Source: an optimization exercise on an open RTL-to-GDS flow (aim: small area, a short achievable clock period and few clock cycles per item). Production flows keep margins and buffers that such runs may drop. Only simulation tests tie the RTL to the original design; equivalence was not proved.

==> flow/design.v <==
module bcc_block (
  input  wire         clk,
  input  wire         rst,           
  input  wire         in_valid,
  output wire         in_ready,
  input  wire         in_decrypt,    
  input  wire [4:0]   in_keylen,     
  input  wire [127:0] in_key,
  input  wire [63:0]  in_block,
  output wire         out_valid,
  input  wire         out_ready,
  output wire [63:0]  out_block
);
  function [7:0] add8(input [7:0] a, input [7:0] c);
    integer k;
    reg cy;
    begin
      cy = 1'b0;
      for (k = 0; k < 8; k = k + 1) begin
        add8[k] = a[k] ^ c[k] ^ cy;
        cy = (a[k] & c[k]) | (cy & (a[k] | c[k]));
      end
    end
  endfunction
  reg        v0;
  reg        d0;
  reg [63:0] x0;
  reg [63:0] k0;
  reg        v1;
  reg        d1;
  reg [63:0] x1;
  reg [63:0] k1;
  reg        v2;
  reg        d2;
  reg [63:0] x2;
  reg [63:0] k2;
  reg        v3;
  reg        d3;
  reg [63:0] x3;
  reg [63:0] k3;
  wire stall = ~out_ready;
  assign in_ready  = out_ready;
  assign out_valid = v3;
  reg [63:0] ek;
  always @* begin
    ek[7:0] = in_key[7:0];
    case (in_keylen)
      5'd1: ek[15:8] = in_key[7:0];
      default: ek[15:8] = in_key[15:8];
    endcase
    case (in_keylen)
      5'd1, 5'd2: ek[23:16] = in_key[7:0];
      default: ek[23:16] = in_key[23:16];
    endcase
    case (in_keylen)
      5'd1, 5'd3: ek[31:24] = in_key[7:0];
      5'd2: ek[31:24] = in_key[15:8];
      default: ek[31:24] = in_key[31:24];
    endcase
    case (in_keylen)
      5'd1, 5'd2, 5'd4: ek[39:32] = in_key[7:0];
      5'd3: ek[39:32] = in_key[15:8];
      default: ek[39:32] = in_key[39:32];
    endcase
    case (in_keylen)
      5'd1, 5'd5: ek[47:40] = in_key[7:0];
      5'd2, 5'd4: ek[47:40] = in_key[15:8];
      5'd3: ek[47:40] = in_key[23:16];
      default: ek[47:40] = in_key[47:40];
    endcase
    case (in_keylen)
      5'd1, 5'd2, 5'd3, 5'd6: ek[55:48] = in_key[7:0];
      5'd5: ek[55:48] = in_key[15:8];
      5'd4: ek[55:48] = in_key[23:16];
      default: ek[55:48] = in_key[55:48];
    endcase
    case (in_keylen)
      5'd1, 5'd7: ek[63:56] = in_key[7:0];
      5'd2, 5'd3, 5'd6: ek[63:56] = in_key[15:8];
      5'd5: ek[63:56] = in_key[23:16];
      5'd4: ek[63:56] = in_key[31:24];
      default: ek[63:56] = in_key[63:56];
    endcase
  end
  wire [63:0] kb;
  assign kb[7:0] = ek[7:0];
  assign kb[15:8] = add8(ek[15:8], 8'd1);
  assign kb[23:16] = add8(ek[23:16], 8'd4);
  assign kb[31:24] = add8(ek[31:24], 8'd9);
  assign kb[39:32] = add8(ek[39:32], 8'd16);
  assign kb[47:40] = add8(ek[47:40], 8'd25);
  assign kb[55:48] = add8(ek[55:48], 8'd36);
  assign kb[63:56] = add8(ek[63:56], 8'd49);
  wire [63:0] w1;
  assign w1[7:0] = in_block[7:0] ^ kb[7:0];
  assign w1[15:8] = in_block[15:8] ^ kb[15:8];
  assign w1[23:16] = in_block[23:16] ^ kb[23:16];
  assign w1[31:24] = in_block[31:24] ^ kb[31:24];
  assign w1[39:32] = in_block[39:32] ^ kb[39:32];
  assign w1[47:40] = in_block[47:40] ^ kb[47:40];
  assign w1[55:48] = in_block[55:48] ^ kb[55:48];
  assign w1[63:56] = in_block[63:56] ^ kb[63:56];
  wire [63:0] w2;
  assign w2[7:0] = add8(w1[7:0], 8'd0);
  assign w2[15:8] = add8(w1[15:8], 8'd1);
  assign w2[23:16] = add8(w1[23:16], 8'd4);
  assign w2[31:24] = add8(w1[31:24], 8'd9);
  assign w2[39:32] = add8(w1[39:32], 8'd16);
  assign w2[47:40] = add8(w1[47:40], 8'd25);
  assign w2[55:48] = add8(w1[55:48], 8'd36);
  assign w2[63:56] = add8(w1[63:56], 8'd49);
  wire [63:0] u3;
  wire [7:0] p4 = in_block[63:56];
  assign u3[7:0] = {p4[0:0], p4[7:1]};
  wire [7:0] p5 = (in_block[7:0] ^ in_block[63:56]);
  assign u3[15:8] = {p5[1:0], p5[7:2]};
  wire [7:0] p6 = (in_block[55:48] ^ in_block[7:0]);
  assign u3[23:16] = {p6[2:0], p6[7:3]};
  wire [7:0] p7 = (in_block[15:8] ^ in_block[55:48]);
  assign u3[31:24] = {p7[3:0], p7[7:4]};
  wire [7:0] p8 = (in_block[47:40] ^ in_block[15:8]);
  assign u3[39:32] = {p8[4:0], p8[7:5]};
  wire [7:0] p9 = (in_block[23:16] ^ in_block[47:40]);
  assign u3[47:40] = {p9[5:0], p9[7:6]};
  wire [7:0] p10 = (in_block[39:32] ^ in_block[23:16]);
  assign u3[55:48] = {p10[6:0], p10[7:7]};
  wire [7:0] p11 = (in_block[31:24] ^ in_block[39:32]);
  assign u3[63:56] = p11;
  wire [63:0] x12 = in_decrypt ? u3 : w2;
  always @(posedge clk) begin
    if (rst) v0 <= 1'b0;
    else if (~stall) v0 <= in_valid;
    if (~stall) begin
      d0 <= in_decrypt;
      x0 <= x12;
      k0 <= kb;
    end
  end
  wire [7:0] y13 = x0[7:0];
  wire [7:0] r14 = {y13[6:0], y13[7:7]};
  wire [7:0] y15 = x0[15:8];
  wire [7:0] r16 = {y15[5:0], y15[7:6]};
  wire [7:0] y17 = x0[23:16];
  wire [7:0] r18 = {y17[4:0], y17[7:5]};
  wire [7:0] y19 = x0[31:24];
  wire [7:0] r20 = {y19[3:0], y19[7:4]};
  wire [7:0] y21 = x0[39:32];
  wire [7:0] r22 = {y21[2:0], y21[7:3]};
  wire [7:0] y23 = x0[47:40];
  wire [7:0] r24 = {y23[1:0], y23[7:2]};
  wire [7:0] y25 = x0[55:48];
  wire [7:0] r26 = {y25[0:0], y25[7:1]};
  wire [7:0] y27 = x0[63:56];
  wire [7:0] r28 = y27;
  wire [7:0] c29 = r14;
  wire [7:0] c30 = c29 ^ r16;
  wire [7:0] c31 = c30 ^ r18;
  wire [7:0] c32 = c31 ^ r20;
  wire [7:0] c33 = c32 ^ r22;
  wire [7:0] c34 = c33 ^ r24;
  wire [7:0] c35 = c34 ^ r26;
  wire [7:0] c36 = c35 ^ r28;
  wire [63:0] m37 = {c29, c31, c33, c35, c36, c34, c32, c30};
  wire [63:0] w38;
  assign w38[7:0] = add8(x0[7:0], 8'd228);
  assign w38[15:8] = add8(x0[15:8], 8'd227);
  assign w38[23:16] = add8(x0[23:16], 8'd224);
  assign w38[31:24] = add8(x0[31:24], 8'd219);
  assign w38[39:32] = add8(x0[39:32], 8'd212);
  assign w38[47:40] = add8(x0[47:40], 8'd203);
  assign w38[55:48] = add8(x0[55:48], 8'd192);
  assign w38[63:56] = add8(x0[63:56], 8'd179);
  wire [63:0] s39;
  assign s39[7:0] = k0[7:0] + (d0 ? 8'd4 : 8'd1);
  assign s39[15:8] = k0[15:8] + (d0 ? 8'd4 : 8'd1);
  assign s39[23:16] = k0[23:16] + (d0 ? 8'd4 : 8'd1);
  assign s39[31:24] = k0[31:24] + (d0 ? 8'd4 : 8'd1);
  assign s39[39:32] = k0[39:32] + (d0 ? 8'd4 : 8'd1);
  assign s39[47:40] = k0[47:40] + (d0 ? 8'd4 : 8'd1);
  assign s39[55:48] = k0[55:48] + (d0 ? 8'd4 : 8'd1);
  assign s39[63:56] = k0[63:56] + (d0 ? 8'd4 : 8'd1);
  wire [63:0] w40;
  assign w40[7:0] = m37[7:0] ^ s39[7:0];
  assign w40[15:8] = m37[15:8] ^ s39[15:8];
  assign w40[23:16] = m37[23:16] ^ s39[23:16];
  assign w40[31:24] = m37[31:24] ^ s39[31:24];
  assign w40[39:32] = m37[39:32] ^ s39[39:32];
  assign w40[47:40] = m37[47:40] ^ s39[47:40];
  assign w40[55:48] = m37[55:48] ^ s39[55:48];
  assign w40[63:56] = m37[63:56] ^ s39[63:56];
  wire [63:0] w41;
  assign w41[7:0] = w38[7:0] ^ s39[7:0];
  assign w41[15:8] = w38[15:8] ^ s39[15:8];
  assign w41[23:16] = w38[23:16] ^ s39[23:16];
  assign w41[31:24] = w38[31:24] ^ s39[31:24];
  assign w41[39:32] = w38[39:32] ^ s39[39:32];
  assign w41[47:40] = w38[47:40] ^ s39[47:40];
  assign w41[55:48] = w38[55:48] ^ s39[55:48];
  assign w41[63:56] = w38[63:56] ^ s39[63:56];
  wire [63:0] w42;
  assign w42[7:0] = add8(w40[7:0], 8'd7);
  assign w42[15:8] = add8(w40[15:8], 8'd8);
  assign w42[23:16] = add8(w40[23:16], 8'd11);
  assign w42[31:24] = add8(w40[31:24], 8'd16);
  assign w42[39:32] = add8(w40[39:32], 8'd23);
  assign w42[47:40] = add8(w40[47:40], 8'd32);
  assign w42[55:48] = add8(w40[55:48], 8'd43);
  assign w42[63:56] = add8(w40[63:56], 8'd56);
  wire [63:0] u43;
  wire [7:0] p44 = w41[63:56];
  assign u43[7:0] = {p44[0:0], p44[7:1]};
  wire [7:0] p45 = (w41[7:0] ^ w41[63:56]);
  assign u43[15:8] = {p45[1:0], p45[7:2]};
  wire [7:0] p46 = (w41[55:48] ^ w41[7:0]);
  assign u43[23:16] = {p46[2:0], p46[7:3]};
  wire [7:0] p47 = (w41[15:8] ^ w41[55:48]);
  assign u43[31:24] = {p47[3:0], p47[7:4]};
  wire [7:0] p48 = (w41[47:40] ^ w41[15:8]);
  assign u43[39:32] = {p48[4:0], p48[7:5]};
  wire [7:0] p49 = (w41[23:16] ^ w41[47:40]);
  assign u43[47:40] = {p49[5:0], p49[7:6]};
  wire [7:0] p50 = (w41[39:32] ^ w41[23:16]);
  assign u43[55:48] = {p50[6:0], p50[7:7]};
  wire [7:0] p51 = (w41[31:24] ^ w41[39:32]);
  assign u43[63:56] = p51;
  wire [7:0] y52 = w42[7:0];
  wire [7:0] r53 = {y52[6:0], y52[7:7]};
  wire [7:0] y54 = w42[15:8];
  wire [7:0] r55 = {y54[5:0], y54[7:6]};
  wire [7:0] y56 = w42[23:16];
  wire [7:0] r57 = {y56[4:0], y56[7:5]};
  wire [7:0] y58 = w42[31:24];
  wire [7:0] r59 = {y58[3:0], y58[7:4]};
  wire [7:0] y60 = w42[39:32];
  wire [7:0] r61 = {y60[2:0], y60[7:3]};
  wire [7:0] y62 = w42[47:40];
  wire [7:0] r63 = {y62[1:0], y62[7:2]};
  wire [7:0] y64 = w42[55:48];
  wire [7:0] r65 = {y64[0:0], y64[7:1]};
  wire [7:0] y66 = w42[63:56];
  wire [7:0] r67 = y66;
  wire [7:0] c68 = r53;
  wire [7:0] c69 = c68 ^ r55;
  wire [7:0] c70 = c69 ^ r57;
  wire [7:0] c71 = c70 ^ r59;
  wire [7:0] c72 = c71 ^ r61;
  wire [7:0] c73 = c72 ^ r63;
  wire [7:0] c74 = c73 ^ r65;
  wire [7:0] c75 = c74 ^ r67;
  wire [63:0] m76 = {c68, c70, c72, c74, c75, c73, c71, c69};
  wire [63:0] w77;
  assign w77[7:0] = add8(u43[7:0], 8'd235);
  assign w77[15:8] = add8(u43[15:8], 8'd234);
  assign w77[23:16] = add8(u43[23:16], 8'd231);
  assign w77[31:24] = add8(u43[31:24], 8'd226);
  assign w77[39:32] = add8(u43[39:32], 8'd219);
  assign w77[47:40] = add8(u43[47:40], 8'd210);
  assign w77[55:48] = add8(u43[55:48], 8'd199);
  assign w77[63:56] = add8(u43[63:56], 8'd186);
  wire [63:0] s78;
  assign s78[7:0] = k0[7:0] + (d0 ? 8'd3 : 8'd2);
  assign s78[15:8] = k0[15:8] + (d0 ? 8'd3 : 8'd2);
  assign s78[23:16] = k0[23:16] + (d0 ? 8'd3 : 8'd2);
  assign s78[31:24] = k0[31:24] + (d0 ? 8'd3 : 8'd2);
  assign s78[39:32] = k0[39:32] + (d0 ? 8'd3 : 8'd2);
  assign s78[47:40] = k0[47:40] + (d0 ? 8'd3 : 8'd2);
  assign s78[55:48] = k0[55:48] + (d0 ? 8'd3 : 8'd2);
  assign s78[63:56] = k0[63:56] + (d0 ? 8'd3 : 8'd2);
  wire [63:0] x79 = d0 ? w77 : m76;
  wire [63:0] w80;
  assign w80[7:0] = x79[7:0] ^ s78[7:0];
  assign w80[15:8] = x79[15:8] ^ s78[15:8];
  assign w80[23:16] = x79[23:16] ^ s78[23:16];
  assign w80[31:24] = x79[31:24] ^ s78[31:24];
  assign w80[39:32] = x79[39:32] ^ s78[39:32];
  assign w80[47:40] = x79[47:40] ^ s78[47:40];
  assign w80[55:48] = x79[55:48] ^ s78[55:48];
  assign w80[63:56] = x79[63:56] ^ s78[63:56];
  always @(posedge clk) begin
    if (rst) v1 <= 1'b0;
    else if (~stall) v1 <= v0;
    if (~stall) begin
      d1 <= d0;
      x1 <= w80;
      k1 <= k0;
    end
  end
  wire [63:0] w81;
  assign w81[7:0] = add8(x1[7:0], 8'd14);
  assign w81[15:8] = add8(x1[15:8], 8'd15);
  assign w81[23:16] = add8(x1[23:16], 8'd18);
  assign w81[31:24] = add8(x1[31:24], 8'd23);
  assign w81[39:32] = add8(x1[39:32], 8'd30);
  assign w81[47:40] = add8(x1[47:40], 8'd39);
  assign w81[55:48] = add8(x1[55:48], 8'd50);
  assign w81[63:56] = add8(x1[63:56], 8'd63);
  wire [63:0] u82;
  wire [7:0] p83 = x1[63:56];
  assign u82[7:0] = {p83[0:0], p83[7:1]};
  wire [7:0] p84 = (x1[7:0] ^ x1[63:56]);
  assign u82[15:8] = {p84[1:0], p84[7:2]};
  wire [7:0] p85 = (x1[55:48] ^ x1[7:0]);
  assign u82[23:16] = {p85[2:0], p85[7:3]};
  wire [7:0] p86 = (x1[15:8] ^ x1[55:48]);
  assign u82[31:24] = {p86[3:0], p86[7:4]};
  wire [7:0] p87 = (x1[47:40] ^ x1[15:8]);
  assign u82[39:32] = {p87[4:0], p87[7:5]};
  wire [7:0] p88 = (x1[23:16] ^ x1[47:40]);
  assign u82[47:40] = {p88[5:0], p88[7:6]};
  wire [7:0] p89 = (x1[39:32] ^ x1[23:16]);
  assign u82[55:48] = {p89[6:0], p89[7:7]};
  wire [7:0] p90 = (x1[31:24] ^ x1[39:32]);
  assign u82[63:56] = p90;
  wire [7:0] y91 = w81[7:0];
  wire [7:0] r92 = {y91[6:0], y91[7:7]};
  wire [7:0] y93 = w81[15:8];
  wire [7:0] r94 = {y93[5:0], y93[7:6]};
  wire [7:0] y95 = w81[23:16];
  wire [7:0] r96 = {y95[4:0], y95[7:5]};
  wire [7:0] y97 = w81[31:24];
  wire [7:0] r98 = {y97[3:0], y97[7:4]};
  wire [7:0] y99 = w81[39:32];
  wire [7:0] r100 = {y99[2:0], y99[7:3]};
  wire [7:0] y101 = w81[47:40];
  wire [7:0] r102 = {y101[1:0], y101[7:2]};
  wire [7:0] y103 = w81[55:48];
  wire [7:0] r104 = {y103[0:0], y103[7:1]};
  wire [7:0] y105 = w81[63:56];
  wire [7:0] r106 = y105;
  wire [7:0] c107 = r92;
  wire [7:0] c108 = c107 ^ r94;
  wire [7:0] c109 = c108 ^ r96;
  wire [7:0] c110 = c109 ^ r98;
  wire [7:0] c111 = c110 ^ r100;
  wire [7:0] c112 = c111 ^ r102;
  wire [7:0] c113 = c112 ^ r104;
  wire [7:0] c114 = c113 ^ r106;
  wire [63:0] m115 = {c107, c109, c111, c113, c114, c112, c110, c108};
  wire [63:0] w116;
  assign w116[7:0] = add8(u82[7:0], 8'd242);
  assign w116[15:8] = add8(u82[15:8], 8'd241);
  assign w116[23:16] = add8(u82[23:16], 8'd238);
  assign w116[31:24] = add8(u82[31:24], 8'd233);
  assign w116[39:32] = add8(u82[39:32], 8'd226);
  assign w116[47:40] = add8(u82[47:40], 8'd217);
  assign w116[55:48] = add8(u82[55:48], 8'd206);
  assign w116[63:56] = add8(u82[63:56], 8'd193);
  wire [63:0] s117;
  assign s117[7:0] = k1[7:0] + (d1 ? 8'd2 : 8'd3);
  assign s117[15:8] = k1[15:8] + (d1 ? 8'd2 : 8'd3);
  assign s117[23:16] = k1[23:16] + (d1 ? 8'd2 : 8'd3);
  assign s117[31:24] = k1[31:24] + (d1 ? 8'd2 : 8'd3);
  assign s117[39:32] = k1[39:32] + (d1 ? 8'd2 : 8'd3);
  assign s117[47:40] = k1[47:40] + (d1 ? 8'd2 : 8'd3);
  assign s117[55:48] = k1[55:48] + (d1 ? 8'd2 : 8'd3);
  assign s117[63:56] = k1[63:56] + (d1 ? 8'd2 : 8'd3);
  wire [63:0] w118;
  assign w118[7:0] = m115[7:0] ^ s117[7:0];
  assign w118[15:8] = m115[15:8] ^ s117[15:8];
  assign w118[23:16] = m115[23:16] ^ s117[23:16];
  assign w118[31:24] = m115[31:24] ^ s117[31:24];
  assign w118[39:32] = m115[39:32] ^ s117[39:32];
  assign w118[47:40] = m115[47:40] ^ s117[47:40];
  assign w118[55:48] = m115[55:48] ^ s117[55:48];
  assign w118[63:56] = m115[63:56] ^ s117[63:56];
  wire [63:0] w119;
  assign w119[7:0] = w116[7:0] ^ s117[7:0];
  assign w119[15:8] = w116[15:8] ^ s117[15:8];
  assign w119[23:16] = w116[23:16] ^ s117[23:16];
  assign w119[31:24] = w116[31:24] ^ s117[31:24];
  assign w119[39:32] = w116[39:32] ^ s117[39:32];
  assign w119[47:40] = w116[47:40] ^ s117[47:40];
  assign w119[55:48] = w116[55:48] ^ s117[55:48];
  assign w119[63:56] = w116[63:56] ^ s117[63:56];
  wire [63:0] w120;
  assign w120[7:0] = add8(w118[7:0], 8'd21);
  assign w120[15:8] = add8(w118[15:8], 8'd22);
  assign w120[23:16] = add8(w118[23:16], 8'd25);
  assign w120[31:24] = add8(w118[31:24], 8'd30);
  assign w120[39:32] = add8(w118[39:32], 8'd37);
  assign w120[47:40] = add8(w118[47:40], 8'd46);
  assign w120[55:48] = add8(w118[55:48], 8'd57);
  assign w120[63:56] = add8(w118[63:56], 8'd70);
  wire [63:0] u121;
  wire [7:0] p122 = w119[63:56];
  assign u121[7:0] = {p122[0:0], p122[7:1]};
  wire [7:0] p123 = (w119[7:0] ^ w119[63:56]);
  assign u121[15:8] = {p123[1:0], p123[7:2]};
  wire [7:0] p124 = (w119[55:48] ^ w119[7:0]);
  assign u121[23:16] = {p124[2:0], p124[7:3]};
  wire [7:0] p125 = (w119[15:8] ^ w119[55:48]);
  assign u121[31:24] = {p125[3:0], p125[7:4]};
  wire [7:0] p126 = (w119[47:40] ^ w119[15:8]);
  assign u121[39:32] = {p126[4:0], p126[7:5]};
  wire [7:0] p127 = (w119[23:16] ^ w119[47:40]);
  assign u121[47:40] = {p127[5:0], p127[7:6]};
  wire [7:0] p128 = (w119[39:32] ^ w119[23:16]);
  assign u121[55:48] = {p128[6:0], p128[7:7]};
  wire [7:0] p129 = (w119[31:24] ^ w119[39:32]);
  assign u121[63:56] = p129;
  wire [63:0] x130 = d1 ? u121 : w120;
  always @(posedge clk) begin
    if (rst) v2 <= 1'b0;
    else if (~stall) v2 <= v1;
    if (~stall) begin
      d2 <= d1;
      x2 <= x130;
      k2 <= k1;
    end
  end
  wire [7:0] y131 = x2[7:0];
  wire [7:0] r132 = {y131[6:0], y131[7:7]};
  wire [7:0] y133 = x2[15:8];
  wire [7:0] r134 = {y133[5:0], y133[7:6]};
  wire [7:0] y135 = x2[23:16];
  wire [7:0] r136 = {y135[4:0], y135[7:5]};
  wire [7:0] y137 = x2[31:24];
  wire [7:0] r138 = {y137[3:0], y137[7:4]};
  wire [7:0] y139 = x2[39:32];
  wire [7:0] r140 = {y139[2:0], y139[7:3]};
  wire [7:0] y141 = x2[47:40];
  wire [7:0] r142 = {y141[1:0], y141[7:2]};
  wire [7:0] y143 = x2[55:48];
  wire [7:0] r144 = {y143[0:0], y143[7:1]};
  wire [7:0] y145 = x2[63:56];
  wire [7:0] r146 = y145;
  wire [7:0] c147 = r132;
  wire [7:0] c148 = c147 ^ r134;
  wire [7:0] c149 = c148 ^ r136;
  wire [7:0] c150 = c149 ^ r138;
  wire [7:0] c151 = c150 ^ r140;
  wire [7:0] c152 = c151 ^ r142;
  wire [7:0] c153 = c152 ^ r144;
  wire [7:0] c154 = c153 ^ r146;
  wire [63:0] m155 = {c147, c149, c151, c153, c154, c152, c150, c148};
  wire [63:0] w156;
  assign w156[7:0] = add8(x2[7:0], 8'd249);
  assign w156[15:8] = add8(x2[15:8], 8'd248);
  assign w156[23:16] = add8(x2[23:16], 8'd245);
  assign w156[31:24] = add8(x2[31:24], 8'd240);
  assign w156[39:32] = add8(x2[39:32], 8'd233);
  assign w156[47:40] = add8(x2[47:40], 8'd224);
  assign w156[55:48] = add8(x2[55:48], 8'd213);
  assign w156[63:56] = add8(x2[63:56], 8'd200);
  wire [63:0] s157;
  assign s157[7:0] = k2[7:0] + (d2 ? 8'd1 : 8'd4);
  assign s157[15:8] = k2[15:8] + (d2 ? 8'd1 : 8'd4);
  assign s157[23:16] = k2[23:16] + (d2 ? 8'd1 : 8'd4);
  assign s157[31:24] = k2[31:24] + (d2 ? 8'd1 : 8'd4);
  assign s157[39:32] = k2[39:32] + (d2 ? 8'd1 : 8'd4);
  assign s157[47:40] = k2[47:40] + (d2 ? 8'd1 : 8'd4);
  assign s157[55:48] = k2[55:48] + (d2 ? 8'd1 : 8'd4);
  assign s157[63:56] = k2[63:56] + (d2 ? 8'd1 : 8'd4);
  wire [63:0] w158;
  assign w158[7:0] = m155[7:0] ^ s157[7:0];
  assign w158[15:8] = m155[15:8] ^ s157[15:8];
  assign w158[23:16] = m155[23:16] ^ s157[23:16];
  assign w158[31:24] = m155[31:24] ^ s157[31:24];
  assign w158[39:32] = m155[39:32] ^ s157[39:32];
  assign w158[47:40] = m155[47:40] ^ s157[47:40];
  assign w158[55:48] = m155[55:48] ^ s157[55:48];
  assign w158[63:56] = m155[63:56] ^ s157[63:56];
  wire [63:0] w159;
  assign w159[7:0] = w156[7:0] ^ s157[7:0];
  assign w159[15:8] = w156[15:8] ^ s157[15:8];
  assign w159[23:16] = w156[23:16] ^ s157[23:16];
  assign w159[31:24] = w156[31:24] ^ s157[31:24];
  assign w159[39:32] = w156[39:32] ^ s157[39:32];
  assign w159[47:40] = w156[47:40] ^ s157[47:40];
  assign w159[55:48] = w156[55:48] ^ s157[55:48];
  assign w159[63:56] = w156[63:56] ^ s157[63:56];
  wire [63:0] w160;
  assign w160[7:0] = add8(w158[7:0], 8'd28);
  assign w160[15:8] = add8(w158[15:8], 8'd29);
  assign w160[23:16] = add8(w158[23:16], 8'd32);
  assign w160[31:24] = add8(w158[31:24], 8'd37);
  assign w160[39:32] = add8(w158[39:32], 8'd44);
  assign w160[47:40] = add8(w158[47:40], 8'd53);
  assign w160[55:48] = add8(w158[55:48], 8'd64);
  assign w160[63:56] = add8(w158[63:56], 8'd77);
  wire [63:0] u161;
  wire [7:0] p162 = w159[63:56];
  assign u161[7:0] = {p162[0:0], p162[7:1]};
  wire [7:0] p163 = (w159[7:0] ^ w159[63:56]);
  assign u161[15:8] = {p163[1:0], p163[7:2]};
  wire [7:0] p164 = (w159[55:48] ^ w159[7:0]);
  assign u161[23:16] = {p164[2:0], p164[7:3]};
  wire [7:0] p165 = (w159[15:8] ^ w159[55:48]);
  assign u161[31:24] = {p165[3:0], p165[7:4]};
  wire [7:0] p166 = (w159[47:40] ^ w159[15:8]);
  assign u161[39:32] = {p166[4:0], p166[7:5]};
  wire [7:0] p167 = (w159[23:16] ^ w159[47:40]);
  assign u161[47:40] = {p167[5:0], p167[7:6]};
  wire [7:0] p168 = (w159[39:32] ^ w159[23:16]);
  assign u161[55:48] = {p168[6:0], p168[7:7]};
  wire [7:0] p169 = (w159[31:24] ^ w159[39:32]);
  assign u161[63:56] = p169;
  wire [7:0] y170 = w160[7:0];
  wire [7:0] r171 = {y170[6:0], y170[7:7]};
  wire [7:0] y172 = w160[15:8];
  wire [7:0] r173 = {y172[5:0], y172[7:6]};
  wire [7:0] y174 = w160[23:16];
  wire [7:0] r175 = {y174[4:0], y174[7:5]};
  wire [7:0] y176 = w160[31:24];
  wire [7:0] r177 = {y176[3:0], y176[7:4]};
  wire [7:0] y178 = w160[39:32];
  wire [7:0] r179 = {y178[2:0], y178[7:3]};
  wire [7:0] y180 = w160[47:40];
  wire [7:0] r181 = {y180[1:0], y180[7:2]};
  wire [7:0] y182 = w160[55:48];
  wire [7:0] r183 = {y182[0:0], y182[7:1]};
  wire [7:0] y184 = w160[63:56];
  wire [7:0] r185 = y184;
  wire [7:0] c186 = r171;
  wire [7:0] c187 = c186 ^ r173;
  wire [7:0] c188 = c187 ^ r175;
  wire [7:0] c189 = c188 ^ r177;
  wire [7:0] c190 = c189 ^ r179;
  wire [7:0] c191 = c190 ^ r181;
  wire [7:0] c192 = c191 ^ r183;
  wire [7:0] c193 = c192 ^ r185;
  wire [63:0] m194 = {c186, c188, c190, c192, c193, c191, c189, c187};
  wire [63:0] w195;
  assign w195[7:0] = add8(u161[7:0], 8'd0);
  assign w195[15:8] = add8(u161[15:8], 8'd255);
  assign w195[23:16] = add8(u161[23:16], 8'd252);
  assign w195[31:24] = add8(u161[31:24], 8'd247);
  assign w195[39:32] = add8(u161[39:32], 8'd240);
  assign w195[47:40] = add8(u161[47:40], 8'd231);
  assign w195[55:48] = add8(u161[55:48], 8'd220);
  assign w195[63:56] = add8(u161[63:56], 8'd207);
  wire [63:0] w196;
  assign w196[7:0] = w195[7:0] ^ k2[7:0];
  assign w196[15:8] = w195[15:8] ^ k2[15:8];
  assign w196[23:16] = w195[23:16] ^ k2[23:16];
  assign w196[31:24] = w195[31:24] ^ k2[31:24];
  assign w196[39:32] = w195[39:32] ^ k2[39:32];
  assign w196[47:40] = w195[47:40] ^ k2[47:40];
  assign w196[55:48] = w195[55:48] ^ k2[55:48];
  assign w196[63:56] = w195[63:56] ^ k2[63:56];
  wire [63:0] o197 = d2 ? w196 : m194;
  always @(posedge clk) begin
    if (rst) v3 <= 1'b0;
    else if (~stall) v3 <= v2;
    if (~stall) begin
      d3 <= d2;
      x3 <= o197;
      k3 <= k2;
    end
  end
  assign out_block = x3;
endmodule
==> flow/flow/run.sh <==
#!/bin/bash
bash standard.sh "BUFFER_PORTS_ARGS=-buffer_cell sky130_fd_sc_hd__buf_1" SETUP_SLACK_MARGIN=6.9 finish > flow_make.log 2>&1
==> flow/standard.sh <==
#!/bin/bash
# synth_recipe.tcl (not shown) runs the flow's synth.tcl, then flattens the netlist and writes it again
# the make line also repeats each setting of config.mk as NAME=value (left out here)
make -C /OpenROAD-flow-scripts/flow DESIGN_CONFIG=/design/flow/config.mk WORK_HOME=/design/flow/orfs CLKGATE_MAP_FILE= SYNTH_SCRIPT=/design/flow/synth_recipe.tcl "${@:-finish}"
==> flow/config.mk <==
export PLATFORM = sky130hd
export DESIGN_NAME = bcc_block
export DESIGN_NICKNAME = bcc_block
export VERILOG_FILES = /design/flow/design.v
export SDC_FILE = /design/flow/constraint.sdc
export NUM_CORES = 4
export LEC_CHECK = 0
export CAP_MARGIN = 20
export CORE_MARGIN = 2
export CORE_UTILIZATION = 60
export CTS_BUF_LIST = sky130_fd_sc_hd__clkbuf_4 sky130_fd_sc_hd__clkbuf_8
export SLEW_MARGIN = 20
==> flow/constraint.sdc <==
create_clock -name core_clock -period 12.0 [get_ports {clk}]
set_input_delay 2.4000 -clock core_clock [delete_from_list [all_inputs] [get_ports {clk}]]
set_output_delay 2.4000 -clock core_clock [all_outputs]
set_load 0.01 [all_outputs]
==> summary.txt, run 1 <==
GRT overflow: 0
CTS tree: built
Area Growth Syn to Fin: 15.5%
Mapped Area: 0.0397 mm2
Setup ws final: 6.63 ns
Async S/R FF share, synth: 0%
Status: no timing/DRC/antenna violations
CTS max path bufs: 3
Layout Skew: 0.0421 ns
Simple-gate share of the synthesized area: 5.01%
Distinct cell type count after synthesis: 55
H-tree depth: 3
Nets@finish: 4,649
Placed Cells incl. Taps: 4,640
Final Hold Fails: 0
Hold-fix buffers, CTS: 0
Sequential fraction of the synthesis area: 34.3%
Worst r2r path cells: 26
TritonRoute pass-1 iters: 8
Synth top area cells: edfxtp_1, xnor2_1, ha_1
Syn Inst Count: 3,645
Die width: 261 um
#FFs+latches synth: 455
Finish-stage setup viols: 0
Number of synthesized flops with an enable pin: 451
YS warnings: 1
Minimum clock period: 5.37 ns
IO buf count: 203
CP endpoint kind: register
Post-synth top area share: 34.1%
Clock buffer count from CTS: 77
First-pass GRT wire length: 202,000 um
Syn Nets: 4,337
Arrival time at the worst endpoint: 5.77 ns
Fmax: 186 MHz
Hold Slack: 0.488 ns
Slew HR: 25.1%
Initial antenna violation count: 3
Slew Viols, Final: 0
RSZ-0062 raised after global routing: true
Largest net degree at the start of global routing: 160
Vias in the first global route: 29,229
CP max stage cell: nor4b_4
Critical path class: primary input to register
Die height: 261 um
Most used cell, CP: ha_4
Worst Hold Class: register to register
# clock sinks: 455
Worst slew pin tran: 1.11 ns
Syn avg cell area: 10.9 um2
Clock slew seen by the registers of the worst setup and hold paths: 0.06 ns
Setup tns final: 0 ns
Die area: 0.0683 mm2
Core area: 0.0656 mm2
Starting Density: 60.6%
Top delay family on crit path: adder cells
Share of cells above drive strength 1: 13.7%
CP max FO: 7
Synth Area in Compound Gates: 4.81%
Root Buffer Master: clkbuf_8
Clock Latency Late Sink: 0.72 ns
Worst-path cell chain: buf_12 > nor4b_4 > and2_4 > nand2b_4 > nor2_4 > a21oi_4 > ha_4 > ha_4 > inv_2 > ha_4 > ha_4 > xor2_2 > ha_4 > inv_2 > ha_4 > ha_4 > xor2_2 > xnor2_1 > mux2i_1
Post-Synth XOR/XNOR Area: 35.0%
Mux cell area share after synthesis: 1.90%
Routed Antenna Nets: 0
Final cell count without fillers: 4,888
DRC viols: 0
Ports: 268
Max incr delay on CP: 0.36 ns
Adder-cell share of the synthesized area: 15.4%
Hold Path Stages: 0
DP HPWL: 119,000 um
Via count: 28,944
Largest family of logic cells by synthesized area: XOR/XNOR gates
CP Data Required Time: 12.41 ns
DP Worst Slack: 4.68 ns
Max-cap violations: 0
Initial DRC count: 2,645
Row cnt: 94
WP depth: 19
CP startpoint kind: primary input
Wire length per cell: 30.0 um
Buf/Inv on CP: 3
Drt total wl: 146,000 um
GRT Resource Usage Total: 42.7%
Part of the cycle the worst path needs: 44.7%
Post-DR vias/cell: 5.92
# fillers: 4,798
Final GP Congestion: 1.09
Top_reg_cell synth: edfxtp_1
Area leader, netlist: edfxtp_1
==> timing repair <==
action / CTS / global route
gates resized for setup: 149 / 100
buffers inserted: 45 / 51
endpoints found under the setup margin: 126 / 48
pin swaps: 31 / 63
cloned: 2 / 4
==> sequential cells by signal, summed over array words and instances, names as in the netlist <==
signal  count
k0         64
k1         64
k2         64
x0         64
x1         64
x2         64
x3         64
d0          1
d1          1
d2          1
v0          1
v1          1
v2          1
v3          1
==> layer usage <==
layer	track usage [%]	wire length (um)	up-vias
met2	72.1	69900	1649
li1	-	-	12944
met4	44.5	18900	0
met3	6.66	9040	671
met1	44.1	48600	13680
met5	0	0	-
==> Yosys cell counts (all sizes together) (2+ instances only) <==
master	n
and3	2
mux2	28
edfxtp	451
clkinv	2
a222oi	16
a21o	3
nor4	2
xnor3	57
inv	280
o211ai	2
nor3b	7
a22o	5
a31oi	16
and2	3
nand2	195
xor3	20
nor2	180
clkbuf	72
o2111ai	9
nand3b	8
ha	490
xor2	540
nor4b	3
nand2b	2
nor2b	15
a21oi	126
a22oi	28
nand3	29
xnor2	838
mux2i	44
nor3	9
o21ai	125
buf	17
nand4	10
dfxtp	4
==> layout by cell type (no fill, tap or decap), types with 27 or more instances in the layout <==
cell / synthesis / layout
ha_4: 0 / 45
a21oi_1: 126 / 122
nand2_1: 195 / 190
nor2_1: 180 / 178
edfxtp_1: 451 / 451
xor2_1: 537 / 484
nand3_1: 29 / 27
clkbuf_8: 0 / 79
mux2i_1: 44 / 42
xnor3_1: 53 / 40
xnor2_1: 833 / 781
xor2_2: 2 / 51
buf_4: 2 / 103
xnor2_2: 4 / 48
ha_1: 490 / 421
o21ai_0: 122 / 112
buf_1: 11 / 195
inv_1: 280 / 267
==> worst paths after layout <==
check | slack [ns] | start | to
setup / recovery | 6.63 | in_keylen[1] | x0[47]$_DFFE_PP_
hold / removal | 0.49 | k1[48]$_DFFE_PP_ | k2[48]$_DFFE_PP_
setup reg to reg | 6.77 | x1[24]$_DFFE_PP_ | x2[31]$_DFFE_PP_
hold reg to reg | 0.49 | k1[48]$_DFFE_PP_ | k2[48]$_DFFE_PP_
==> per-stage QoR <==
| step | util, % | area (um2) |
|---|---|---|
| 2_1_floorplan | - | 40600 |
| 3_5_place_dp | 64.1 | 42100 |
| 4_1_cts | 68.4 | 44900 |
| 6_report | 70.0 | 45900 |
| 3_3_place_gp | 64.1 | 42100 |
| 5_1_grt | 70.0 | 45900 |
==> cell families after synthesis <==
group | count (synthesis)
adder cells (fa/ha/maj) | 490
multiplexers | 72
XOR/XNOR | 1455
buffers and inverters | 371
AO/OA/AOI/OAI | 333
flip-flops | 455
AND/OR/NAND/NOR | 469
==> area by class of cell <==
class,count,area (um2),share of cell area [%]
clock inverter,49,457,0.995
tap,864,1080,2.35
multi-input combinational,2821,26600,58.0
sequential,455,13600,29.7
antenna,3,7.51,0.0164
inverter,282,1070,2.33
clock buffer,94,1190,2.59
timing repair buffer,320,1860,4.05
Testbench counts, summed over its fixed seeds: cycles 1,632, items 1,600.
==> run 2, diff against run 1 <==
--- a/flow/design.v
+++ b/flow/design.v
@@ -129,2 +129,4 @@
   wire [63:0] x12 = in_decrypt ? u3 : w2;
+  reg        e0;    
+  always @(posedge clk) if (~stall) e0 <= ~in_decrypt;
   always @(posedge clk) begin
@@ -173,10 +175,10 @@
   wire [63:0] s39;
-  assign s39[7:0] = k0[7:0] + (d0 ? 8'd4 : 8'd1);
-  assign s39[15:8] = k0[15:8] + (d0 ? 8'd4 : 8'd1);
-  assign s39[23:16] = k0[23:16] + (d0 ? 8'd4 : 8'd1);
-  assign s39[31:24] = k0[31:24] + (d0 ? 8'd4 : 8'd1);
-  assign s39[39:32] = k0[39:32] + (d0 ? 8'd4 : 8'd1);
-  assign s39[47:40] = k0[47:40] + (d0 ? 8'd4 : 8'd1);
-  assign s39[55:48] = k0[55:48] + (d0 ? 8'd4 : 8'd1);
-  assign s39[63:56] = k0[63:56] + (d0 ? 8'd4 : 8'd1);
+  assign s39[7:0] = add8(k0[7:0], (e0 ? 8'd1 : 8'd4));
+  assign s39[15:8] = add8(k0[15:8], (e0 ? 8'd1 : 8'd4));
+  assign s39[23:16] = add8(k0[23:16], (e0 ? 8'd1 : 8'd4));
+  assign s39[31:24] = add8(k0[31:24], (e0 ? 8'd1 : 8'd4));
+  assign s39[39:32] = add8(k0[39:32], (e0 ? 8'd1 : 8'd4));
+  assign s39[47:40] = add8(k0[47:40], (e0 ? 8'd1 : 8'd4));
+  assign s39[55:48] = add8(k0[55:48], (e0 ? 8'd1 : 8'd4));
+  assign s39[63:56] = add8(k0[63:56], (e0 ? 8'd1 : 8'd4));
   wire [63:0] w40;
@@ -260,10 +262,10 @@
   wire [63:0] s78;
-  assign s78[7:0] = k0[7:0] + (d0 ? 8'd3 : 8'd2);
-  assign s78[15:8] = k0[15:8] + (d0 ? 8'd3 : 8'd2);
-  assign s78[23:16] = k0[23:16] + (d0 ? 8'd3 : 8'd2);
-  assign s78[31:24] = k0[31:24] + (d0 ? 8'd3 : 8'd2);
-  assign s78[39:32] = k0[39:32] + (d0 ? 8'd3 : 8'd2);
-  assign s78[47:40] = k0[47:40] + (d0 ? 8'd3 : 8'd2);
-  assign s78[55:48] = k0[55:48] + (d0 ? 8'd3 : 8'd2);
-  assign s78[63:56] = k0[63:56] + (d0 ? 8'd3 : 8'd2);
+  assign s78[7:0] = add8(k0[7:0], (e0 ? 8'd2 : 8'd3));
+  assign s78[15:8] = add8(k0[15:8], (e0 ? 8'd2 : 8'd3));
+  assign s78[23:16] = add8(k0[23:16], (e0 ? 8'd2 : 8'd3));
+  assign s78[31:24] = add8(k0[31:24], (e0 ? 8'd2 : 8'd3));
+  assign s78[39:32] = add8(k0[39:32], (e0 ? 8'd2 : 8'd3));
+  assign s78[47:40] = add8(k0[47:40], (e0 ? 8'd2 : 8'd3));
+  assign s78[55:48] = add8(k0[55:48], (e0 ? 8'd2 : 8'd3));
+  assign s78[63:56] = add8(k0[63:56], (e0 ? 8'd2 : 8'd3));
   wire [63:0] x79 = d0 ? w77 : m76;
@@ -278,2 +280,4 @@
   assign w80[63:56] = x79[63:56] ^ s78[63:56];
+  reg        e1;    
+  always @(posedge clk) if (~stall) e1 <= ~d0;
   always @(posedge clk) begin
@@ -348,10 +352,10 @@
   wire [63:0] s117;
-  assign s117[7:0] = k1[7:0] + (d1 ? 8'd2 : 8'd3);
-  assign s117[15:8] = k1[15:8] + (d1 ? 8'd2 : 8'd3);
-  assign s117[23:16] = k1[23:16] + (d1 ? 8'd2 : 8'd3);
-  assign s117[31:24] = k1[31:24] + (d1 ? 8'd2 : 8'd3);
-  assign s117[39:32] = k1[39:32] + (d1 ? 8'd2 : 8'd3);
-  assign s117[47:40] = k1[47:40] + (d1 ? 8'd2 : 8'd3);
-  assign s117[55:48] = k1[55:48] + (d1 ? 8'd2 : 8'd3);
-  assign s117[63:56] = k1[63:56] + (d1 ? 8'd2 : 8'd3);
+  assign s117[7:0] = add8(k1[7:0], (e1 ? 8'd3 : 8'd2));
+  assign s117[15:8] = add8(k1[15:8], (e1 ? 8'd3 : 8'd2));
+  assign s117[23:16] = add8(k1[23:16], (e1 ? 8'd3 : 8'd2));
+  assign s117[31:24] = add8(k1[31:24], (e1 ? 8'd3 : 8'd2));
+  assign s117[39:32] = add8(k1[39:32], (e1 ? 8'd3 : 8'd2));
+  assign s117[47:40] = add8(k1[47:40], (e1 ? 8'd3 : 8'd2));
+  assign s117[55:48] = add8(k1[55:48], (e1 ? 8'd3 : 8'd2));
+  assign s117[63:56] = add8(k1[63:56], (e1 ? 8'd3 : 8'd2));
   wire [63:0] w118;
@@ -401,2 +405,4 @@
   wire [63:0] x130 = d1 ? u121 : w120;
+  reg        e2;    
+  always @(posedge clk) if (~stall) e2 <= ~d1;
   always @(posedge clk) begin
@@ -445,10 +451,10 @@
   wire [63:0] s157;
-  assign s157[7:0] = k2[7:0] + (d2 ? 8'd1 : 8'd4);
-  assign s157[15:8] = k2[15:8] + (d2 ? 8'd1 : 8'd4);
-  assign s157[23:16] = k2[23:16] + (d2 ? 8'd1 : 8'd4);
-  assign s157[31:24] = k2[31:24] + (d2 ? 8'd1 : 8'd4);
-  assign s157[39:32] = k2[39:32] + (d2 ? 8'd1 : 8'd4);
-  assign s157[47:40] = k2[47:40] + (d2 ? 8'd1 : 8'd4);
-  assign s157[55:48] = k2[55:48] + (d2 ? 8'd1 : 8'd4);
-  assign s157[63:56] = k2[63:56] + (d2 ? 8'd1 : 8'd4);
+  assign s157[7:0] = add8(k2[7:0], (e2 ? 8'd4 : 8'd1));
+  assign s157[15:8] = add8(k2[15:8], (e2 ? 8'd4 : 8'd1));
+  assign s157[23:16] = add8(k2[23:16], (e2 ? 8'd4 : 8'd1));
+  assign s157[31:24] = add8(k2[31:24], (e2 ? 8'd4 : 8'd1));
+  assign s157[39:32] = add8(k2[39:32], (e2 ? 8'd4 : 8'd1));
+  assign s157[47:40] = add8(k2[47:40], (e2 ? 8'd4 : 8'd1));
+  assign s157[55:48] = add8(k2[55:48], (e2 ? 8'd4 : 8'd1));
+  assign s157[63:56] = add8(k2[63:56], (e2 ? 8'd4 : 8'd1));
   wire [63:0] w158;
@@ -541,2 +547,4 @@
   wire [63:0] o197 = d2 ? w196 : m194;
+  reg        e3;    
+  always @(posedge clk) if (~stall) e3 <= ~d2;
   always @(posedge clk) begin
--- a/flow/config.mk
+++ b/flow/config.mk
@@ -9,3 +9,3 @@
 export CORE_MARGIN = 2
-export CORE_UTILIZATION = 60
+export CORE_UTILIZATION = 65
 export CTS_BUF_LIST = sky130_fd_sc_hd__clkbuf_4 sky130_fd_sc_hd__clkbuf_8
==> summary.txt, run 2 <==
DP HPWL: 117,000 um
DRC viols: 0
Routed Antenna Nets: 0
Initial antenna violation count: 5
TritonRoute pass-1 iters: 10
Max layer used: met4
Top_reg_cell synth: edfxtp_1
Minimum clock period: 5.26 ns
Fmax: 190 MHz
Sequential standard cell area: 0.0137 mm2
Root Buffer Master: clkbuf_8
Share of cells above drive strength 1: 13.8%
CP startpoint kind: primary input
Syn Nets: 4,322
Arrival time at the worst endpoint: 5.69 ns
Synth top cells by count: xnor2_1, ha_1, edfxtp_1
Die width: 250 um
GRT overflow: 0
Mapped Area: 0.0394 mm2
Wl on met1: 47,500 um
Met3 WL post-DR: 13,600 um
Status: no timing/DRC/antenna violations
Critical path class: primary input to register
Post-synth top area share: 34.6%
GRT Resource Usage Total: 45.9%
CP endpoint kind: register
Initial DRC count: 3,288
Setup tns final: 0 ns
Number of synthesized flops with an enable pin: 454
Area leader, netlist: edfxtp_1
Most common cell in the netlist: xnor2_1
Die height: 250 um
Worst slew pin tran: 1.20 ns
Hold-fix buffers, CTS: 0
Worst Hold Class: register to register
Final GP Congestion: 1.17
YS warnings: 1
#FFs+latches synth: 458
# fillers: 4,052
Syn avg cell area: 11.3 um2
Post-DR vias/cell: 6.25
Ports: 268
Most common cell after layout, fill and taps aside: xnor2_1
Vias in the first global route: 29,064
Slew HR: 19.4%
Wire length per cell: 31.2 um
Nets@finish: 4,644
Distinct cell type count after synthesis: 54
Synth top area cells: edfxtp_1, ha_1, xnor2_1
Core area: 0.0601 mm2
Finished Cell Area: 0.0454 mm2
RSZ-0062 raised after global routing: true
DP Area: 0.0415 mm2
Clock buffer count from CTS: 78
Row cnt: 90
Most frequent cells in the layout: xnor2_1, ha_1, edfxtp_1
Starting Density: 65.6%
Drt total wl: 146,000 um
H-tree depth: 3
Max-cap violations: 0
Sequential fraction of the synthesis area: 34.8%
Layout Skew: 0.0530 ns
Syn Inst Count: 3,486
Clock Latency Late Sink: 0.73 ns
IO buf count: 203
CTS max path bufs: 3
Final Hold Fails: 0
CP max FO: 10
Via count: 29,084
CTS tree: built
# clock sinks: 458
Slew Viols, Final: 0
CP Data Required Time: 12.43 ns
Async S/R FF share, synth: 0%
Die area: 0.0626 mm2
Largest net degree at the start of global routing: 152
Metal2 WL: 66,000 um
Clock slew seen by the registers of the worst setup and hold paths: 0.06 ns
Multi-input gate area in the final layout: 0.0259 mm2
Finish-stage setup viols: 0
First-pass GRT wire length: 200,000 um
Part of the cycle the worst path needs: 43.8%
Area Growth Syn to Fin: 15.1%
[run 2: per-layer routing]
layer  vias up  GRT usage (%)
met3       785           8.94
met4         0           46.6
li1      12417              -
met5         -              0
met1     13797           50.3
met2      2085           73.4
[run 2: logic make-up (layout without fill, tap and decap cells)]
logic type      after synthesis  in the layout  synth area share, %
compound gates              315            315                 4.56
simple gates                307            307                 3.12
other cells                   0              7                    0
flops                       458            458                 34.8
buf+inv                     419            801                 4.02
fa+ha+maj                   634            634                 20.4
xor+xnor                   1287           1287                 31.3
mux                          66             66                 1.76
[run 2: final cells by class]
type / count / share of cell area, %
inverter: 334 / 2.79
clock buffer: 92 / 2.60
sequential: 458 / 30.2
multi-input combinational: 2609 / 57.1
timing repair buffer: 327 / 4.15
antenna: 7 / 0.0386
clock inverter: 48 / 0.979
tap: 782 / 2.16
[run 2: critical path, stage by stage]
cell     delay, ns
buf_1         0.82
a21oi_1       0.20
o21ai_2       0.26
ha_2          0.24
ha_4          0.14
inv_4         0.04
ha_4          0.16
ha_4          0.29
xor2_4        0.17
ha_4          0.15
inv_2         0.04
ha_4          0.16
ha_4          0.16
xor2_2        0.17
xnor2_1       0.19
o21ai_1       0.08
[run 2: final timing paths]
kind / start / to / slack, ns / cells past startpoint
setup / recovery: in_key[0] / x0[47]$_DFFE_PP_ / 6.74 / 16
hold / removal: k1[17]$_DFFE_PP_ / k2[17]$_DFFE_PP_ / 0.45 / 0
setup reg to reg: k0[32]$_DFFE_PP_ / x1[55]$_DFFE_PP_ / 6.89 / 23
hold reg to reg: k1[17]$_DFFE_PP_ / k2[17]$_DFFE_PP_ / 0.45 / 0
[run 2: through the flow]
stage / cells / worst slack, ns / hold slack, ns / util (%)
final: 4657 / 6.74 / 0.451 / 75.4
after CTS: 4586 / 6.81 / 0.451 / 73.1
after global placement: 4409 / 5.00 / 0.437 / 69.0
after global routing: 4652 / 6.67 / 0.472 / 75.4
after detailed placement: 4409 / 4.77 / 0.443 / 69.0
after floorplan: 3486 / 6.39 / 0.424 / -
[run 2: timing repair]
item,CTS,global route
setup buffers,36,63
gates resized for setup,111,154
hold endpoints to repair,0,0
pin swaps,24,71
endpoints found under the setup margin,135,51
gates cloned,1,1
Testbench counts of run 2, summed over its fixed seeds: cycles 1,632, items 1,600.
==> run 3, diff against run 2 <==
--- a/flow/design.v
+++ b/flow/design.v
@@ -40,4 +40,4 @@
   reg [63:0] k3;
-  wire stall = ~out_ready;
-  assign in_ready  = out_ready;
+  wire stall = v3 & ~out_ready;
+  assign in_ready  = ~stall;
   assign out_valid = v3;
==> flow/flow/run.sh (replaced) <==
#!/bin/bash
bash standard.sh "BUFFER_PORTS_ARGS=-buffer_cell sky130_fd_sc_hd__buf_1" SETUP_SLACK_MARGIN=6.8 finish > flow_make.log 2>&1
==> summary.txt, run 3 <==
Status: no timing/DRC/antenna violations
Distinct cell type count after synthesis: 55
Worst slew pin tran: 1.13 ns
Core area: 0.0604 mm2
Row cnt: 90
CTS max path bufs: 3
Syn Nets: 4,318
Initial DRC count: 4,294
Syn avg cell area: 11.4 um2
H-tree depth: 3
CTS tree: built
Minimum clock period: 5.25 ns
Slew Viols, Final: 0
Most frequent cells in the layout: xnor2_1, ha_1, edfxtp_1
Number of synthesized flops with an enable pin: 454
Final GP Congestion: 1.13
Async S/R FF share, synth: 0%
#FFs+latches synth: 458
Area Growth Syn to Fin: 14.0%
Initial antenna violation count: 10
CP startpoint kind: primary input
Finish-stage setup viols: 0
# clock sinks: 458
Die width: 251 um
Die height: 251 um
Top delay family on crit path: adder cells
DP HPWL: 124,000 um
Placed Cells incl. Taps: 4,409
TritonRoute pass-1 iters: 14
Max incr delay on CP: 0.59 ns
Syn Inst Count: 3,482
Fmax: 190 MHz
Routed Antenna Nets: 0
CP Data Required Time: 12.39 ns
Vias in the first global route: 28,844
Largest net degree at the start of global routing: 170
Clock Latency Late Sink: 0.73 ns
Area leader, netlist: edfxtp_1
Post-DR vias/cell: 6.36
GRT overflow: 0
Wire length per cell: 32.8 um
Synth top area cells: edfxtp_1, ha_1, xnor2_1
Drt total wl: 153,000 um
Ports: 268
Share of cells above drive strength 1: 12.6%
Worst Hold Class: register to register
Via count: 29,622
Final cell count without fillers: 4,656
Mapped Area: 0.0397 mm2
Clock buffer count from CTS: 77
Die area: 0.0630 mm2
DRC viols: 0
IO buf count: 203
Hold Slack: 0.464 ns
YS warnings: 1
Clock slew seen by the registers of the worst setup and hold paths: 0.06 ns
Setup tns final: 0 ns
CP endpoint kind: register
Part of the cycle the worst path needs: 43.8%
GRT Resource Usage Total: 47.8%
Sequential fraction of the synthesis area: 34.6%
Layout Skew: 0.0558 ns
Most common cell after layout, fill and taps aside: xnor2_1
Critical path class: primary input to register
Slew HR: 24.4%
Top_reg_cell synth: edfxtp_1
Nets@finish: 4,635
RSZ-0062 raised after global routing: true
Most common cell in the netlist: xnor2_1
Synth top cells by count: xnor2_1, ha_1, edfxtp_1
CP max stage cell: or4b_4
Root Buffer Master: clkbuf_8
Hold-fix buffers, CTS: 0
Worst-path cell chain: buf_6 > or4b_4 > buf_6 > nor2_4 > a22oi_2 > o21ai_1 > ha_2 > ha_4 > inv_2 > ha_4 > ha_4 > xor2_4 > ha_4 > inv_2 > ha_4 > ha_4 > xor2_2 > xnor2_1 > o21ai_1
Most used cell, CP: ha_4
Buf/Inv on CP: 4
Starting Density: 65.7%
Arrival time at the worst endpoint: 5.64 ns
First-pass GRT wire length: 207,000 um
Post-synth top area share: 34.4%
Max-cap violations: 0
CP max FO: 4
Final Hold Fails: 0
-- run 3: cell count changes in the layout (fill, tap and decap cells not counted), sizes merged, moves of 9 or more --
cell and delta:
a22oi -20, diode +9, o21ai -14, buf -11
xor2 -10, xnor3 +13, xnor2 +17
-- run 3: layer usage --
metal	global-route usage (%)	vias to the layer above	part of all wire [%]
met5	0	-	0.0098
met4	43.0	2	11
met3	11.9	790	11
met2	73.2	2309	44
met1	55.9	14100	34
li1	-	12421	-
-- run 3: logic make-up after synthesis --
kind of cell / after synthesis / synth area share (%)
fa+ha+maj: 634 / 20.3
simple gates: 304 / 3.06
compound gates: 288 / 4.17
mux: 73 / 1.92
flops: 458 / 34.6
buf+inv: 417 / 3.98
xor+xnor: 1308 / 32.0
-- run 3: final timing paths --
| kind | startpoint | to | slack, ns | cells after the start |
|---|---|---|---|---|
| worst min-delay path | k1[38]$_DFFE_PN_ | k2[38]$_DFFE_PN_ | 0.46 | 0 |
| worst min register to register | k1[38]$_DFFE_PN_ | k2[38]$_DFFE_PN_ | 0.46 | 0 |
| worst max-delay path | in_keylen[4] | x0[47]$_DFFE_PN_ | 6.75 | 19 |
| worst max register to register | e2$_DFFE_PN_ | x3[31]$_DFFE_PN_ | 6.84 | 23 |
-- run 3: metrics by stage --
| stage | area, um2 | worst slack [ns] | utilization (%) |
|---|---|---|---|
| 3_3_place_gp | 41900 | 5.20 | 69.5 |
| 2_1_floorplan | 40500 | 5.91 | - |
| 3_5_place_dp | 41900 | 5.12 | 69.5 |
| 6_report | 45200 | 6.75 | 74.9 |
| 4_1_cts | 44000 | 6.67 | 73.0 |
| 5_1_grt | 45200 | 6.59 | 74.9 |
-- run 3: layout make-up --
cell class,instances,area (um2)
clock buffers,96,1200
inverters,339,1280
diodes,16,40.0
well taps,782,978
multi-input cells,2609,25900
repair buffers,314,1750
clock inverters,42,324
flip-flops and latches,458,13700
fillers,3973,15100
-- run 3: timing repair --
item / 4_1_cts / 5_1_grt
gates resized for setup: 74 / 114
setup endpoints to repair: 158 / 130
gates cloned: 2 / 0
pin swaps: 16 / 57
buffers inserted: 21 / 70
Testbench counts of run 3, summed over its fixed seeds: cycles 1,632, items 1,600.

==> separate check: timing with driven ports <==
No port has a modelled driver above. Below, the same layouts with a new extraction and two added sets of constraints. Step 1 assumes that a clkbuf_16 drives the clock port and a buf_2 every other input. Step 2 moves the port delays by t, midway between the first and last clock arrival at a register: inputs arrive t later, outputs are due t later. That takes back most of the time a late clock gives input paths. Slacks: no drivers / after step 1 / after step 2; pairs: no drivers / after step 1.
run	shift t [ns]	slack for setup (ns)	worst setup path at the end	clock arrival spread, ns	pins driven straight from the clock port
run 1	0.764	6.634 / 6.639 / 5.875	input to register	0.042 / 0.042	1
run 2	0.767	6.740 / 6.776 / 6.009	input to register	0.055 / 0.056	1
run 3	0.764	6.746 / 6.759 / 5.994	input to register	0.057 / 0.057	1
After both steps every run listed still meets setup and hold. For run 1, which loses most, drivers alone change the setup slack by +0.005 ns; drivers and shift together by -0.759 ns.
